Source: an optimization exercise on an open RTL-to-GDS flow (aim: small area, a short achievable clock period and few clock cycles per item). Production flows keep margins and buffers that such runs may drop. Where RTL was checked, it was by simulation tests only, not by an equivalence proof against the original.

==> run E <==
Design ncq_dither, start of the top module:
module ncq_dither #(
    parameter MAXW = 32
) (
    input  wire        clk,
    input  wire        rst,           
    input  wire        start,
    output wire        busy,
    input  wire [1:0]  kind,          
    input  wire [7:0]  strength,      
    input  wire        has_t,         
    input  wire [15:0] img_w,
    input  wire [15:0] img_h,
    input  wire [31:0] nseed,
    input  wire        in_valid,
    output wire        in_ready,
    input  wire [31:0] in_pixel,
    output wire        out_valid,
    input  wire        out_ready,
    output wire [31:0] out_pixel,
    output wire [14:0] lut_addr,
    input  wire [7:0]  lut_data,
    output wire [7:0]  pal_addr,
    input  wire [31:0] pal_data
);
==> flow/config.mk <==
export PLATFORM = sky130hd
export DESIGN_NAME = ncq_dither
export DESIGN_NICKNAME = ncq_dither
export VERILOG_FILES = /design/flow/design.v
export SDC_FILE = /design/flow/constraint.sdc
export NUM_CORES = 4
export LEC_CHECK = 0
export CAP_MARGIN = 20
export CORE_MARGIN = 2
export CORE_UTILIZATION = 40
export PLACE_DENSITY = 0.6
export SLEW_MARGIN = 20
==> flow/constraint.sdc <==
create_clock -name core_clock -period 21.0 [get_ports {clk}]
set_input_delay 4.2000 -clock core_clock [delete_from_list [all_inputs] [get_ports {clk}]]
set_output_delay 4.2000 -clock core_clock [all_outputs]
set_load 0.01 [all_outputs]
standard.sh (not shown) runs the stock make flow with config.mk's settings and CLKGATE_MAP_FILE= SYNTH_SCRIPT=/design/flow/synth_recipe.tcl, a recipe that flattens the netlist after the stock synthesis.
==> flow/flow/run.sh <==
#!/bin/bash
set -euo pipefail

MARGIN=12.5

# standard synthesis, unchanged
bash standard.sh synth > synth.log 2>&1

# the rest of the standard layout, with the setup margin
sed 's|"${@:-finish}"|SETUP_SLACK_MARGIN='"$MARGIN"' "${@:-finish}"|' standard.sh > standard_margin.sh
grep -q "SETUP_SLACK_MARGIN=$MARGIN" standard_margin.sh
bash standard_margin.sh > layout.log 2>&1
==> run X: changes against run E <==
--- a/flow/design.v
+++ b/flow/design.v
@@ -238,20 +238,24 @@
             reg [18:0] sq, cq;
             reg        kq;
             always @(posedge clk) begin
                 sq <= sd[30:12];
                 cq <= cd[30:12];
                 kq <= lo[12];
             end
-            wire [18:0] vh = sq + cq + {18'd0, kq};      
+            wire [9:0]  lw  = {1'b0, sq[8:0]} + {1'b0, cq[8:0]} + {9'd0, kq};
+            wire [9:0]  hi0 = sq[18:9] + cq[18:9];
+            wire [9:0]  hi1 = sq[18:9] + cq[18:9] + 10'd1;
+            wire [18:0] vh  = {lw[9] ? hi1 : hi0, lw[8:0]};
             wire [15:0] con12 = vh[15:0];
             wire [15:0] con13 = vh[16:1];
             wire [15:0] con14 = vh[17:2];
-            assign vb[14-5*c -: 5] = vh[18] ? 5'd0 :
-                                     (vh[17:14] != 4'd0) ? 5'd31 : vh[13:9];
+            wire [4:0] b0 = hi0[9] ? 5'd0 : (hi0[8:5] != 4'd0) ? 5'd31 : hi0[4:0];
+            wire [4:0] b1 = hi1[9] ? 5'd0 : (hi1[8:5] != 4'd0) ? 5'd31 : hi1[4:0];
+            assign vb[14-5*c -: 5] = lw[9] ? b1 : b0;
             wire [15:0] ao = sat_add(ph1 ? nm1[H -: 16] : n0[H -: 16],
                                      (ph1 && hvy) ? con13 : con12);
             wire [15:0] bo = sat_add(ph1 ? c2[H -: 16] : np1[H -: 16], con13);
             wire [15:0] co = sat_add(nm2[H -: 16], con14);
             assign nm2n[H -: 16] = en_c1 ? co : nm2[H -: 16];
             assign nm1n[H -: 16] = en_a1 ? ao : nm1[H -: 16];
             assign n0n[H -: 16]  = en_a2 ? ao : n0[H -: 16];
==> flow/flow/run.sh (replaced) <==
#!/bin/bash
set -euo pipefail

MARGIN=12.5

# standard synthesis, unchanged
bash standard.sh synth > synth.log 2>&1

# the rest of the standard layout, with the setup margin
sed 's|"${@:-finish}"|SETUP_SLACK_MARGIN='"$MARGIN"' BUFFER_PORTS_ARGS="-buffer_cell sky130_fd_sc_hd__buf_1" "${@:-finish}"|' standard.sh > standard_margin.sh
grep -q "SETUP_SLACK_MARGIN=$MARGIN" standard_margin.sh
bash standard_margin.sh > layout.log 2>&1
- CORE_UTILIZATION: 40 -> 55
- CTS_CLUSTER_DIAMETER: default -> 80
- CTS_CLUSTER_SIZE: default -> 25
- PLACE_DENSITY: 0.6 -> 0.7
==> qor.txt <==
Starting density of the core: 55.2%
GRT met2 Usage: 42.9%
Vias after detailed routing: 67,000
Status: timing/DRC/antenna clean
[end of results for run X]
==> qor.txt <==
Vias after detailed routing: 68,000
R2R setup slack: 12.64 ns
Status: timing/DRC/antenna clean
GRT met2 Usage: 34.4%
Starting density of the core: 40.2%
[end of results for run E]
Testbench counts of run X, summed over its fixed seeds: cycles 20,528, pixels 8,192.
Only the layout flow was run in run E; the RTL was not checked for function there.

==> static timing again, ports no longer ideal <==
The results above use ideal ports. As a check the final layouts listed here were re-extracted and re-timed, cells and wires unchanged.
Step 1: set_driving_cell puts a clkbuf_16 on clk and a buf_2 on each other input, an assumption about the parent block.
Step 2 times the ports against the registers' clock, not the clock port: input delays grow and output delays shrink by t, the midpoint of the rising clock arrivals with the driver on.
a / b / c = ideal / step 1 / step 2; a / b = the first two.
| run | shift t [ns] | slack for setup (ns) | slew at the worst register clock pin (ns) |
|---|---|---|---|
| run E | 0.947 | 11.752 / 11.663 / 11.462 | 0.07 / 0.07 |
| run X | 0.881 | 12.163 / 12.111 / 11.497 | 0.10 / 0.10 |
After both steps setup and hold are still met in every run listed. The setup slack of run X, which loses most, moves by -0.052 ns with the drivers and by -0.666 ns with both steps.
